Background: an optimization exercise with open tools, aiming at small area. Do not read the settings as production practice. Where RTL was checked, it was by simulation tests only, not by an equivalence proof against the original.

## dmr_framer
module dmr_framer (
    input  wire         clk,
    input  wire         rst,            
    input  wire         in_valid,
    input  wire [1:0]   in_dibit,
    input  wire [4:0]   search_thr,     
    input  wire [4:0]   sync_thr,       
    output wire         pll_valid,
    output wire [15:0]  pll_offset,     
    output reg          loss_valid,
    output wire [13:0]  loss_bits,
    output reg          burst_valid,
    output wire [287:0] burst_bits,
    output wire [4:0]   burst_sync,
    output wire [1:0]   burst_lock,
    output wire [7:0]   burst_errors
);
==> flow/config.mk <==
export PLATFORM = sky130hd
export DESIGN_NAME = dmr_framer
export DESIGN_NICKNAME = dmr_framer
export VERILOG_FILES = /design/flow/design.v
export SDC_FILE = /design/flow/constraint.sdc
export NUM_CORES = 4
export LEC_CHECK = 0
export CAP_MARGIN = 20
export CORE_MARGIN = 2
export CORE_UTILIZATION = 65
export CTS_BUF_LIST = sky130_fd_sc_hd__clkbuf_8
export CTS_CLUSTER_DIAMETER = 50
export CTS_CLUSTER_SIZE = 16
export SLEW_MARGIN = 20
export SYNTH_HIERARCHICAL = 1
export SYNTH_MINIMUM_KEEP_SIZE = 0
==> flow/constraint.sdc <==
create_clock -name core_clock -period 12.0 [get_ports {clk}]
set_input_delay 2.4000 -clock core_clock [delete_from_list [all_inputs] [get_ports {clk}]]
set_output_delay 2.4000 -clock core_clock [all_outputs]
set_load 0.01 [all_outputs]
standard.sh (not shown) runs the stock make flow with config.mk's settings and CLKGATE_MAP_FILE= SYNTH_SCRIPT=/design/flow/synth_recipe.tcl, a recipe that flattens the netlist after the stock synthesis.
==> flow/flow/run.sh <==
#!/bin/bash
# The standard layout, with the port buffers made from the smallest buffer cell.
set -euo pipefail
bash standard.sh BUFFER_PORTS_ARGS="-buffer_cell sky130_fd_sc_hd__buf_1" finish > make_finish.log 2>&1
==> next run, changes <==
--- a/flow/config.mk
+++ b/flow/config.mk
@@ -6,5 +6,5 @@
 export NUM_CORES = 4
 export LEC_CHECK = 0
-export CAP_MARGIN = 20
+export CAP_MARGIN = 5
 export CORE_MARGIN = 2
 export CORE_UTILIZATION = 65
@@ -12,5 +12,5 @@
 export CTS_CLUSTER_DIAMETER = 50
 export CTS_CLUSTER_SIZE = 16
-export SLEW_MARGIN = 20
+export SLEW_MARGIN = 5
 export SYNTH_HIERARCHICAL = 1
 export SYNTH_MINIMUM_KEEP_SIZE = 0
What happened: First-iteration DRC count stays the same. Final area is unchanged. Worst hold slack does not change. Worst setup slack is unchanged.


== before ==
dmr_framer, a different RTL version from the one above (not shown whole).
For scale: about 1900 cells after synthesis, ~350 I/O pins.
clock: 12.0 ns
lec_check: 0
cap_margin: 20
core_margin: 2
core_utilization: 40
cts_buf_list: sky130_fd_sc_hd__clkbuf_8
cts_cluster_diameter: 50
cts_cluster_size: 16
slew_margin: 20
Scripts as last shown in full above: flow/flow/run.sh
--- input diff before..after ---
Settings: CTS_BUF_LIST: sky130_fd_sc_hd__clkbuf_8 -> sky130_fd_sc_hd__clkbuf_16; CTS_CLUSTER_SIZE: 16 -> 20; CTS_CLUSTER_DIAMETER: 50 -> 60.
after against before: final worst hold slack held; number of nets in the layout now smaller; total global routing track utilization decreased 0.20 points.
Delta (after minus before): wire length shows a reduction of about 0.65%; utilization rose by 0.35 points; fraction of met3 tracks used by global routing has decreased.
No run of this note included a check of the RTL's function; only the layout flow was run.


the reference run:
Another version of the RTL of dmr_framer (not shown whole).
Size: about 2200 cells after synthesis, ~320 flip-flops, ~25000 um^2 of cells after synthesis.
clock: 12.0 ns
lec_check: 0
cap_margin: 20
core_margin: 2
core_utilization: 40
cts_buf_list: sky130_fd_sc_hd__clkbuf_4
slew_margin: 20
run.sh (not shown) runs the stock make flow with config.mk's settings and CLKGATE_MAP_FILE= SYNTH_SCRIPT=/design/flow/synth_recipe.tcl, a recipe that flattens the netlist after the stock synthesis.
Stock flow here: none of the scripts above is used.
diff inputs: the reference run => the trial run
==> flow/flow/run.sh (new file) <==
#!/bin/bash
# The standard layout, with the port buffers made from the smallest buffer cell.
set -euo pipefail
bash standard.sh BUFFER_PORTS_ARGS="-buffer_cell sky130_fd_sc_hd__buf_1" finish > make_finish.log 2>&1
==> flow/standard.sh (new file) <==
#!/bin/bash
# synth_recipe.tcl (not shown) runs the flow's synth.tcl, then flattens the netlist and writes it again
# the make line also repeats each setting of config.mk as NAME=value (left out here)
make -C /OpenROAD-flow-scripts/flow DESIGN_CONFIG=/design/flow/config.mk WORK_HOME=/design/flow/orfs CLKGATE_MAP_FILE= SYNTH_SCRIPT=/design/flow/synth_recipe.tcl "${@:-finish}"
removed: flow/run.sh
--- outcome ---
- Compared with the reference run, the trial run shows share of the clock period used by the worst path after layout higher by 0.16 points.
- Via count across the reference run and the trial run: no real change.
- The reference run → the trial run: arrival time of data at the critical path endpoint increased 260 ps; final worst hold slack moved down.
- The reference run has lower worst slew margin relative to its limit than the trial run.
- The trial run vs the reference run: clock-buffer cell count up by a few percent
No functional check of the RTL was part of any run of this note.


Another version of the RTL of dmr_framer (not shown whole).
Size in the first run: about 2200 cells after synthesis, roughly 330 flip-flops.
==> flow/config.mk <==
export PLATFORM = sky130hd
export DESIGN_NAME = dmr_framer
export DESIGN_NICKNAME = dmr_framer
export VERILOG_FILES = /design/flow/design.v
export SDC_FILE = /design/flow/constraint.sdc
export NUM_CORES = 4
export LEC_CHECK = 0
export CAP_MARGIN = 20
export CORE_MARGIN = 2
export CORE_UTILIZATION = 45
export CTS_BUF_LIST = sky130_fd_sc_hd__clkbuf_8
export CTS_CLUSTER_DIAMETER = 60
export CTS_CLUSTER_SIZE = 22
export SLEW_MARGIN = 20
export SYNTH_HIERARCHICAL = 1
export SYNTH_MINIMUM_KEEP_SIZE = 0
==> flow/constraint.sdc <==
create_clock -name core_clock -period 12.0 [get_ports {clk}]
set_input_delay 2.4000 -clock core_clock [delete_from_list [all_inputs] [get_ports {clk}]]
set_output_delay 2.4000 -clock core_clock [all_outputs]
set_load 0.01 [all_outputs]
standard.sh (not shown) runs the stock make flow with config.mk's settings and CLKGATE_MAP_FILE= SYNTH_SCRIPT=/design/flow/synth_recipe.tcl, a recipe that flattens the netlist after the stock synthesis.
==> flow/flow/run.sh <==
#!/bin/bash
# The standard layout (the standard.sh, standard synthesis included) with
# two changes: the port buffers are made from the smallest buffer cell, and
# clock tree synthesis adds no dummy loads. make's output goes to
# make_finish.log here; ORFS writes each step's log under orfs/logs/.
set -euo pipefail
bash standard.sh \
  BUFFER_PORTS_ARGS="-buffer_cell sky130_fd_sc_hd__buf_1" \
  CTS_ARGS="-sink_clustering_enable -repair_clock_nets -buf_list sky130_fd_sc_hd__clkbuf_8 -sink_clustering_size 22 -sink_clustering_max_diameter 60 -dont_use_dummy_load" \
  finish > make_finish.log 2>&1
The starting point passed the timing, design-rule and antenna checks.
Change:
--- a/flow/config.mk
+++ b/flow/config.mk
@@ -8,5 +8,5 @@
 export CAP_MARGIN = 20
 export CORE_MARGIN = 2
-export CORE_UTILIZATION = 45
+export CORE_UTILIZATION = 55
 export CTS_BUF_LIST = sky130_fd_sc_hd__clkbuf_8
 export CTS_CLUSTER_DIAMETER = 60
Effect: Cell count shrinks by 4.4%; non-clock buffer count goes down by 10; routed wire length shrinks by 7.0%; sequential share of layout area rises by 0.38 points; global-route usage is higher by 3.0 points; utilization came out higher by 11 points.
Change:
--- a/flow/flow/run.sh
+++ b/flow/flow/run.sh
@@ -7,4 +7,4 @@
 bash standard.sh \
   BUFFER_PORTS_ARGS="-buffer_cell sky130_fd_sc_hd__buf_1" \
-  CTS_ARGS="-sink_clustering_enable -repair_clock_nets -buf_list sky130_fd_sc_hd__clkbuf_8 -sink_clustering_size 22 -sink_clustering_max_diameter 60 -dont_use_dummy_load" \
+  CTS_ARGS="-sink_clustering_enable -repair_clock_nets -buf_list sky130_fd_sc_hd__clkbuf_8 -sink_clustering_size 16 -sink_clustering_max_diameter 50 -dont_use_dummy_load" \
   finish > make_finish.log 2>&1
--- a/flow/config.mk
+++ b/flow/config.mk
@@ -8,8 +8,8 @@
 export CAP_MARGIN = 20
 export CORE_MARGIN = 2
-export CORE_UTILIZATION = 55
+export CORE_UTILIZATION = 45
 export CTS_BUF_LIST = sky130_fd_sc_hd__clkbuf_8
-export CTS_CLUSTER_DIAMETER = 60
-export CTS_CLUSTER_SIZE = 22
+export CTS_CLUSTER_DIAMETER = 50
+export CTS_CLUSTER_SIZE = 16
 export SLEW_MARGIN = 20
 export SYNTH_HIERARCHICAL = 1
Result: The changed run finished clean; area after synthesis is unchanged; worst setup slack got worse by 0.099 ns; final cell count climbs by a few percent; routed wire length goes up by a little under a tenth; flip-flop and latch count stays the same; core utilization drops by 10 points; critical path depth does not change.


Another version of the RTL of dmr_framer (not shown whole).
Size: ~1,800 cells after synthesis, roughly 340 flip-flops, about 350 I/O pins.
==> flow/design.v (excerpt) <==
module dmr_framer (
    input  wire         clk,
    input  wire         rst,            
    input  wire         in_valid,
    input  wire [1:0]   in_dibit,
    input  wire [4:0]   search_thr,     
    input  wire [4:0]   sync_thr,       
    output wire         pll_valid,
    output wire [15:0]  pll_offset,     
    output reg          loss_valid,
    output wire [13:0]  loss_bits,
    output reg          burst_valid,
    output wire [287:0] burst_bits,
    output wire [4:0]   burst_sync,
    output reg  [1:0]   burst_lock,
    output wire [7:0]   burst_errors
);
    localparam [4:0] P_UNKNOWN = 5'd20;
    function ge4(input [3:0] x, input [3:0] y);
        integer i;
        reg c;
        begin
            c = 1'b1;
            for (i = 0; i < 4; i = i + 1) c = (x[i] & ~y[i]) | ((x[i] | ~y[i]) & c);
            ge4 = c;
        end
    endfunction
    function [4:0] next_voice(input [4:0] p);
        if (p == 5'd1)
            next_voice = 5'd10;
        else if (p >= 5'd10 && p < 5'd14)
            next_voice = p + 5'd1;
        else if (p == 5'd3 || p == 5'd6 || p == 5'd7)
            next_voice = 5'd15;
        else if (p >= 5'd15 && p < 5'd19)
            next_voice = p + 5'd1;
        else
            next_voice = P_UNKNOWN;
    endfunction
    reg [287:0] mb;         
    reg [12:0]  q;          
    reg         z;          
    reg         synced;
    reg [4:0]   trc;        
    reg [4:0]   tro;        
    reg         fb;         
    reg [4:0]   err;
    reg         r_hit;      
    reg [4:0]   r_wid;
    reg [1:0]   r_lock;
    reg [4:0]   r_err;
    wire [47:0] W = mb[151:104];
  ...
==> flow/config.mk <==
export PLATFORM = sky130hd
export DESIGN_NAME = dmr_framer
export DESIGN_NICKNAME = dmr_framer
export VERILOG_FILES = /design/flow/design.v
export SDC_FILE = /design/flow/constraint.sdc
export NUM_CORES = 4
export LEC_CHECK = 0
export CAP_MARGIN = 20
export CORE_MARGIN = 2
export CORE_UTILIZATION = 40
export CTS_BUF_LIST = sky130_fd_sc_hd__clkbuf_8
export CTS_CLUSTER_DIAMETER = 50
export CTS_CLUSTER_SIZE = 16
export SLEW_MARGIN = 20
export SYNTH_HIERARCHICAL = 1
export SYNTH_MINIMUM_KEEP_SIZE = 0
==> flow/constraint.sdc <==
create_clock -name core_clock -period 12.0 [get_ports {clk}]
set_input_delay 2.4000 -clock core_clock [delete_from_list [all_inputs] [get_ports {clk}]]
set_output_delay 2.4000 -clock core_clock [all_outputs]
set_load 0.01 [all_outputs]
==> flow/flow/run.sh <==
#!/bin/bash
# The standard layout, with the port buffers made from the smallest buffer cell.
set -euo pipefail
bash standard.sh BUFFER_PORTS_ARGS="-buffer_cell sky130_fd_sc_hd__buf_1" finish > make_finish.log 2>&1
Next try:
--- a/flow/config.mk
+++ b/flow/config.mk
@@ -8,5 +8,5 @@
 export CAP_MARGIN = 20
 export CORE_MARGIN = 2
-export CORE_UTILIZATION = 40
+export CORE_UTILIZATION = 65
 export CTS_BUF_LIST = sky130_fd_sc_hd__clkbuf_8
 export CTS_CLUSTER_DIAMETER = 50
=> The new run completed without violations; cell area falls by 1.8%; worst hold slack stays flat; worst setup slack is worse by 0.12 ns.
No run of this note included a check of the RTL's function; only the layout flow was run.

-- static timing again, ports no longer ideal --
Ports are ideal in the flow. The routed layouts listed here were re-timed in OpenROAD. Step 1, drivers: a clkbuf_16 drives clk and a buf_2 each remaining input, both assumed. Step 2 times the ports against the registers' clock, not the clock port: input delays grow and output delays shrink by t, the midpoint of the rising clock arrivals with the driver on. a / b / c = no drivers / after step 1 / after step 2; a / b = the first two.
run | t (ns) | slack for setup (ns) | hold slack, ns | worst setup path at the end | slew at the worst register clock pin (ns)
the first run of note 1 | 0.621 | 0.198 / 0.198 / 0.198 | 0.507 / 0.507 / 0.507 | register to register | 0.10 / 0.10
the second run of note 1 | 0.621 | 0.198 / 0.198 / 0.198 | 0.507 / 0.507 / 0.507 | register to register | 0.10 / 0.10
before | 0.693 | 0.574 / 0.574 / 0.574 | 0.346 / 0.346 / 0.346 | register to register | 0.10 / 0.10
after | 0.610 | 0.566 / 0.566 / 0.566 | 0.343 / 0.343 / 0.343 | register to register | 0.07 / 0.07
the reference run | 0.883 | 0.808 / 0.808 / 0.808 | 0.495 / 0.495 / 0.495 | register to register | 0.08 / 0.08
the trial run | 0.894 | 0.790 / 0.790 / 0.790 | 0.491 / 0.491 / 0.491 | register to register | 0.07 / 0.07
the first run of note 4 | 0.631 | 0.925 / 0.925 / 0.925 | 0.499 / 0.499 / 0.499 | register to register | 0.12 / 0.12
the second run of note 4 | 0.650 | 1.033 / 1.033 / 1.033 | 0.504 / 0.504 / 0.504 | register to register | 0.12 / 0.12
the third run of note 4 | 0.652 | 0.934 / 0.934 / 0.934 | 0.488 / 0.488 / 0.488 | register to register | 0.10 / 0.10
the first run of note 5 | 0.689 | 1.082 / 1.082 / 1.082 | 0.341 / 0.341 / 0.341 | register to register | 0.10 / 0.10
the second run of note 5 | 0.641 | 0.965 / 0.965 / 0.965 | 0.343 / 0.343 / 0.343 | register to register | 0.10 / 0.10
After both steps every run listed still meets setup and hold.
